Background: an optimization exercise with open tools, aiming at small area, a short achievable clock period and few clock cycles per item. Do not read the settings as production practice. Function was checked by simulation only, so behaviour that the tests miss may differ from the original. No activity file was given, so power comes from the tool's default toggle rates.

--- flow/constraint.sdc ---
create_clock -name core_clock -period 8.5 [get_ports {clk}]
set_input_delay 1.7000 -clock core_clock [delete_from_list [all_inputs] [get_ports {clk}]]
set_output_delay 1.7000 -clock core_clock [all_outputs]
set_load 0.01 [all_outputs]
--- flow/design.v ---
module ble_sync_correlator (
    input  wire [47:0] window,
    input  wire [31:0] aa,
    input  wire        phy2m,
    output wire        hit
);
    reg  [47:0] diff;
    integer k;
    always @(*) begin
        for (k = 0; k < 32; k = k + 1)
            diff[k] = window[k] ^ aa[31 - k];
        for (k = 32; k < 48; k = k + 1)
            diff[k] = window[k] ^ aa[0] ^ k[0] ^ 1'b1;
        if (!phy2m)
            diff[47:40] = 8'd0;
    end
    reg [5:0] mismatches;
    integer j;
    always @(*) begin
        mismatches = 6'd0;
        for (j = 0; j < 48; j = j + 1)
            mismatches = mismatches + {5'd0, diff[j]};
    end
    assign hit = (mismatches <= 6'd4);
endmodule
module ble_rx_deframer (
    input  wire        clk,
    input  wire        rst,             
    input  wire [31:0] cfg_aa,
    input  wire        cfg_phy2m,       
    input  wire [5:0]  cfg_channel,
    input  wire        cfg_whiten,
    input  wire [23:0] cfg_crc_init,
    input  wire        bit_valid,
    input  wire        bit_data,
    input  wire        bit_last,
    output wire        bit_ready,
    output reg         pdu_valid,
    output wire [7:0]  pdu_data,
    output wire        res_valid,
    output wire [11:0] res_flags,
    output wire [15:0] res_sync_pos,
    output wire [31:0] res_aa,
    output wire [15:0] res_hdr,
    output wire [7:0]  res_pdu_len,
    output wire [23:0] res_crc,
    output wire [23:0] res_crc_rx,
    output wire [15:0] res_nbits
);
    localparam [1:0] PH_HDR = 2'd0, PH_PAY = 2'd1, PH_CRC = 2'd2, PH_DONE = 2'd3;
    reg         ready_r;
    reg         d0, nv, l0;
    reg  [47:1] hist;
    reg         hdr15;
    reg  [31:0] aa_r;
    reg         phy_r, wht_r;
    reg  [15:0] nbits, pos;
    reg         ev, hitr, synced, frozen;
    reg  [23:0] crc, sr;
    reg  [6:0]  wh;
    reg  [2:0]  bitcnt;
    reg         hb;
    reg  [7:0]  bc;
    reg  [1:0]  ph;
    reg         mism, fin;
    assign bit_ready = ready_r;
    wire take = bit_valid & ready_r;
    wire synced_any = synced | hitr;
    wire done       = (ph == PH_DONE);
    wire hdr_valid  = (ph != PH_HDR);
    wire clr        = fin & ~done;
    wire tend       = clr & (bc[2:0] == 3'd6) & (bitcnt == 3'd7);
    assign res_valid = (nv & l0 & done) | (fin & done) | tend;
    wire start = rst | res_valid;
    wire full = (|nbits[15:6]) | (nbits[5] & nbits[4]) | (nbits[5] & nbits[3] & ~phy_r);
    wire hit;
    ble_sync_correlator u_corr (
        .window ({hist, d0}),
        .aa     (aa_r),
        .phy2m  (phy_r),
        .hit    (hit)
    );
    wire fbit     = nv & synced_any & ~done;
    wire dbit     = d0 ^ (wht_r & wh[0]);
    wire sin      = dbit & ~clr;
    wire byte_end = fbit & (bitcnt == 3'd7);
    wire [7:0] len = {hist[33], hist[34], hist[35], hist[36], hist[37], hist[38], hist[39], hist[40]};
    wire bc_eq    = (bc == len);
    wire in_pdu   = (ph == PH_HDR) | ((ph == PH_PAY) & ~bc_eq);
    wire shift_en = (take | clr) & ~frozen & ~(hitr & nv);
    wire up_en    = synced_any ? ((fbit & (ph == PH_HDR)) | (clr & ~hdr_valid)) : shift_en;
    wire crc_fb  = crc[23] ^ dbit;
    wire crc_run = fbit & in_pdu;
    wire crc_sin = clr ? 1'b0 : (crc_run ? crc_fb : crc[23]);
    wire crc_tap = crc_run & crc_fb;
    always @(posedge clk) begin
        aa_r  <= cfg_aa;
        phy_r <= cfg_phy2m;
        wht_r <= cfg_whiten;
        if (rst)
            ready_r <= 1'b1;
        else if (take & bit_last)
            ready_r <= 1'b0;
        else if (res_valid)
            ready_r <= 1'b1;
        nv <= take & ~rst;
        l0 <= take & bit_last & ~rst;
        if (take | clr)
            d0 <= bit_data & ~clr;
        if (shift_en)
            hist[32:1] <= {hist[31:1], d0};
        if (up_en) begin
            hist[47:34] <= hist[46:33];
            hist[33]    <= synced_any ? sin : hist[32];
            hdr15       <= hist[47];
        end
        nbits <= start ? 16'd0 : nbits + {15'd0, take};
        pos   <= (start | (clr & ~synced_any)) ? 16'd0 : pos + {15'd0, ev & ~hitr};
        ev    <= ~start & nv & full & ~synced_any;
        hitr  <= ~start & nv & full & ~synced_any & hit;
        synced <= ~start & synced_any;
        frozen <= ~start & (frozen | (synced_any & (take | clr | (hitr & nv))));
        if (~synced_any)
            wh <= {1'b1, cfg_channel};
        else if (fbit)
            wh <= {wh[5:0], wh[6] ^ wh[3]};
        if (~synced_any & ~clr)
            crc <= cfg_crc_init;
        else if (fbit | clr)
            crc <= {crc[22:0], crc_sin} ^ ({24{crc_tap}} & 24'h00065A);
        if (start | ~synced_any)
            mism <= 1'b0;
        else if (fbit & ~in_pdu)
            mism <= mism | (crc[23] ^ dbit);
        if (fbit | clr)
            sr <= {sin, sr[23:1]};
        pdu_valid <= ~start & byte_end & in_pdu;
        if (start) begin
            ph     <= PH_HDR;
            hb     <= 1'b0;
            bitcnt <= 3'd0;
            bc     <= 8'd0;
        end else if (nv & l0 & ~done) begin
            bitcnt <= 3'd0;
            bc     <= 8'd0;
            if (byte_end) begin
                case (ph)
                    PH_HDR: if (hb) ph <= PH_PAY;
                    PH_PAY: if (bc_eq) ph <= PH_CRC;
                    PH_CRC: if (bc == 8'd2) ph <= PH_DONE;
                    default: ;
                endcase
            end
        end else if (clr) begin
            {bc[2:0], bitcnt} <= {bc[2:0], bitcnt} + 6'd1;
        end else if (~synced_any) begin
            ph     <= PH_HDR;
            hb     <= 1'b0;
            bitcnt <= 3'd0;
            bc     <= 8'd0;
        end else if (fbit) begin
            bitcnt <= bitcnt + 3'd1;
            if (byte_end) begin
                case (ph)
                    PH_HDR: begin
                        hb <= 1'b1;
                        if (hb) ph <= PH_PAY;
                    end
                    PH_PAY: begin
                        if (bc_eq) begin
                            ph <= PH_CRC;
                            bc <= 8'd1;
                        end else
                            bc <= bc + 8'd1;
                    end
                    PH_CRC: begin
                        if (bc == 8'd2) ph <= PH_DONE;
                        bc <= bc + 8'd1;
                    end
                    default: ;
                endcase
            end
        end
        if (rst)
            fin <= 1'b0;
        else if (res_valid)
            fin <= 1'b0;
        else if (nv & l0 & ~done)
            fin <= 1'b1;
    end
    wire crc_ok = done & ~mism;
    wire [3:0] exit_st = ~synced ? 4'd7 : (done ? 4'd10 : 4'd9);
    genvar g;
    generate
        for (g = 0; g < 32; g = g + 1) begin : g_aa
            assign res_aa[g] = hist[32 - g];
        end
        for (g = 1; g < 16; g = g + 1) begin : g_hdr
            assign res_hdr[g] = hist[48 - g];
        end
        for (g = 0; g < 24; g = g + 1) begin : g_crc
            assign res_crc[g] = crc[23 - g];
        end
    endgenerate
    assign res_hdr[0]   = hdr15;
    assign res_flags    = {exit_st, 4'b0000, hdr_valid, synced, crc_ok, crc_ok};
    assign res_sync_pos = pos;
    assign res_pdu_len  = done ? len : {6'd0, hdr_valid, 1'b0};
    assign res_crc_rx   = sr;
    assign res_nbits    = nbits;
    assign pdu_data     = sr[23:16];
endmodule
--- flow/config.mk ---
export PLATFORM = sky130hd
export DESIGN_NAME = ble_rx_deframer
export DESIGN_NICKNAME = ble_rx_deframer
export VERILOG_FILES = /design/flow/design.v
export SDC_FILE = /design/flow/constraint.sdc
export NUM_CORES = 4
export LEC_CHECK = 0
export CAP_MARGIN = 20
export CORE_MARGIN = 2
export CORE_UTILIZATION = 40
export PLACE_DENSITY = 0.6
export SLEW_MARGIN = 20
--- flow/run.sh ---
#!/bin/bash
# synth_recipe.tcl (not shown) runs the flow's synth.tcl, then flattens the netlist and writes it again
# the make line also repeats each setting of config.mk as NAME=value (left out here)
make -C /OpenROAD-flow-scripts/flow DESIGN_CONFIG=/design/flow/config.mk WORK_HOME=/design/flow/orfs CLKGATE_MAP_FILE= SYNTH_SCRIPT=/design/flow/synth_recipe.tcl finish
==> summary.txt <==
==> final timing paths <==
| check | from | to | slack, ns | cells past startpoint |
|---|---|---|---|---|
| setup reg to reg | aa_r[0] | hitr | 2.30 | 14 |
| hold / removal | sr[13] | sr[12] | 0.45 | 0 |
| setup / recovery | aa_r[0] | hitr | 2.30 | 14 |
| hold reg to reg | sr[13] | sr[12] | 0.45 | 0 |
==> registers in the layout, summed over array words and instances (netlist names), 2 cells and up <==
| signal | cells |
|---|---|
| bitcnt | 3 |
| sr | 24 |
| crc | 24 |
| nbits | 16 |
| pos | 16 |
| hist | 47 |
| ph | 2 |
| aa_r | 32 |
| bc | 8 |
| wh | 7 |
==> stage by stage <==
stage	hold slack (ns)	cell area, µm²	power, mW
floorplan	0.433	9280	2.54
global placement	0.431	11700	2.93
detailed placement	0.441	11700	3.02
CTS	0.451	12300	3.87
global route	0.468	12300	4.23
finish	0.452	12300	3.79
==> power breakdown <==
group / leakage, nW / total (mW) / switching (mW) / internal (mW)
sequential: 1.75 / 1.07 / 0.0399 / 1.03
combinational: 2.57 / 1.88 / 0.953 / 0.928
clock: 0.286 / 0.833 / 0.375 / 0.459
==> cell type report <==
type / instances / area [µm²] / area share (%)
clock buffer: 20 / 458 / 3.74
tap: 285 / 357 / 2.91
sequential: 194 / 4910 / 40.1
clock inverter: 12 / 145 / 1.18
multi-input combinational: 535 / 3890 / 31.8
inverter: 55 / 206 / 1.68
timing repair buffer: 230 / 2280 / 18.6
==> metal layers <==
layer  up-vias  part of all wire, %
li1       3211                    -
met1      3200                   47
met2       192                   46
met3        10                  6.1
met4         0                 0.68
met5         -                    0
==> cell usage in the layout (no fill, tap or decap), drive strengths merged, types with 16 or more instances in the layout <==
cell	n
nor2	58
nand2	115
xnor2	58
clkbuf	20
o21ai	23
and2	18
clkdlybuf4s50	223
nand3	24
dfxtp	91
ha	22
inv	58
nand4	16
edfxtp	103
nor4	20
xor2	24
fa	38
==> cell families (layout without fill, tap and decap cells) <==
logic type / after synthesis / after routing / synth area share [%]
and+or+nand+nor: 309 / 309 / 16.5
adders and majority gates: 60 / 60 / 11.2
buffers and inverters: 105 / 317 / 5.27
xor gates and xnor gates: 83 / 83 / 8.01
AOI/OAI and AO/OA: 77 / 77 / 5.78
muxes: 2 / 2 / 0.216
other: 1 / 4 / 0.0405
DFF: 194 / 194 / 53.0
==> summary.md <==
| Metric | Value |
|---|---|
| Max-slew headroom | 31.5% |
| CTS tree | built |
| Routed length per instance | 16.7 µm |
| Gr usage total | 18.7% |
| YS warnings | 2 |
| Final core utilization | 54.0% |
| Most common library cells after synthesis | nand2_1 (114), edfxtp_1 (103), dfxtp_1 (91) |
| Initial Util | 40.8% |
| DP HPWL | 16,100 µm |
| Starting DRT DRC Count | 324 |
| Placed Cells | 1,299 |
| RePlAce Congestion | 0.887 |
| Die ar. | 24,400 µm² |
| Met2 usage | 29.1% |
| Worst skew pair latency | 0.43 ns |
| Residual DRC count | 0 |
| Slew @ Worst Pin | 1.03 ns |
| FF+latch count, synth | 194 |
| Vias in the first global route | 6,596 |
| Max Cap Viol | 0 |
| Post-Syn Area | 9270 µm² |
| Worst min path class | flop to flop |
| Final Cycle Share | 73.0% |
| Clk sink count | 194 |
| VDD IR-drop max | 432 µV |
| Worst Path Arrival | 6.52 ns |
| Power Dens Cells | 309 nW/µm² |
| Register area share after synthesis | 53.0% |
| Critical path required time | 8.82 ns |
| Crit Path Class | flop to flop |
| Synth top area share | 33.4% |
| Top FF cell, synth | edfxtp_1 |
| Site row count | 55 |
| Worst path bufs/invs | 0 |
| Die Y | 156 µm |
| RSZ-0062 raised after global routing | no |
| Dpl ws | 2.32 ns |
| Setup TNS | 0 ns |
| M3 GR Usage | 5.03% |
| First-pass GRT wire length | 35,400 µm |
| DR vias/cell | 4.97 |
| Area Overhead vs Synth | 32.3% |
| Syn Area/Cell | 11.2 µm² |
| Routed WL | 22,200 µm |
| GR peak layer | met2 |
| Synth cell types | 60 |
| Clock Pin Slew Worst Setup and Hold Paths | 0.07 ns |
| Fin nets | 1,162 |
| Via count | 6,613 |
| Most frequent cell after synthesis | nand2_1 |
| Most used cell, CP | fa_1 |
| Ant diodes | 0 |
| Area contributors post-synth | edfxtp_1 (33%), dfxtp_1 (20%), fa_1 (8.2%) |
| Die X | 156 µm |
| Fillers | 2,017 |
| Critical Path End Type | flop |
| LEAKAGE | 4.61 nW |
| Cells after Synth | 831 |
| Slowest cell delay on critical path | 0.88 ns |
| CP startpoint kind | flop |
| Hold buffers post-CTS | 0 |
| Kind of cell adding the most delay to the critical path | adder cells |
| CTS resizes | 0 |
| CTS H-Tree Depth | 4 |
| Fin. Hold Viols | 0 |
| # Post-CTS Setup Buffers | 0 |
| Setup Skew | 0.0127 ns |
| Cell accounting for the most synthesized area | edfxtp_1 |
| CTS buffer count | 17 |
| Post-route ant nets | 0 |
| Worst path cell trace | xnor2_1 -> nand2_1 -> fa_1 -> fa_1 -> fa_1 -> fa_1 -> fa_1 -> fa_1 -> fa_1 -> fa_1 -> fa_1 -> xor2_1 -> a21oi_1 -> and4b_1 |
| Post-synth EDFFs | 103 |
| Largest net degree at the start of global routing | 33 |
| CP max-delay cell | dfxtp_1 |
| Final WS setup | 2.30 ns |
| GRT met1 Usage | 26.3% |
| Fin crit period | 6.20 ns |
| Status | no timing/DRC/antenna violations |
| Worst-case clock buffer depth | 2 |
| Core area | 22,700 µm² |
| Async SR Flop Fraction | 0% |
| Clock root cell | clkbuf_16 |
| Final setup vio count | 0 |
| PortBufs | 223 |
| Final non-filler cell total | 1,331 |
| Final Max Tran Viols | 0 |
| Worst Path Max Fanout | 17 |
| # IOs | 228 |
| First-pass DRT Iterations | 5 |
| Fmax | 161 MHz |
| Share of cells above drive strength 1 | 5.16% |
| Initial antenna violation count | 0 |
| Remaining Overflow, GRT | 0 |
Testbench counts, summed over its fixed seeds: cycles 147,147, bits 146,743.

==> static timing again, ports no longer ideal <==
How much do the figures lean on ideal ports? The routed layout below was timed once more, with nothing changed but the port constraints.
Step 1, drivers: a clkbuf_16 drives clk and a buf_2 each remaining input, both assumed.
Step 2 times the ports against the registers' clock, not the clock port: input delays grow and output delays shrink by t, the midpoint of the rising clock arrivals with the driver on.
Three values: ideal ports, drivers, drivers and shift; two values: the first two.
shift t [ns]: 0.472
slack for setup (ns): 2.297 / 2.297 / 2.297
hold slack, ns: 0.452 / 0.452 / 0.452
After both steps this run still meets setup and hold. For this run, drivers alone change the setup slack by 0.000 ns; drivers and shift together by 0.000 ns.
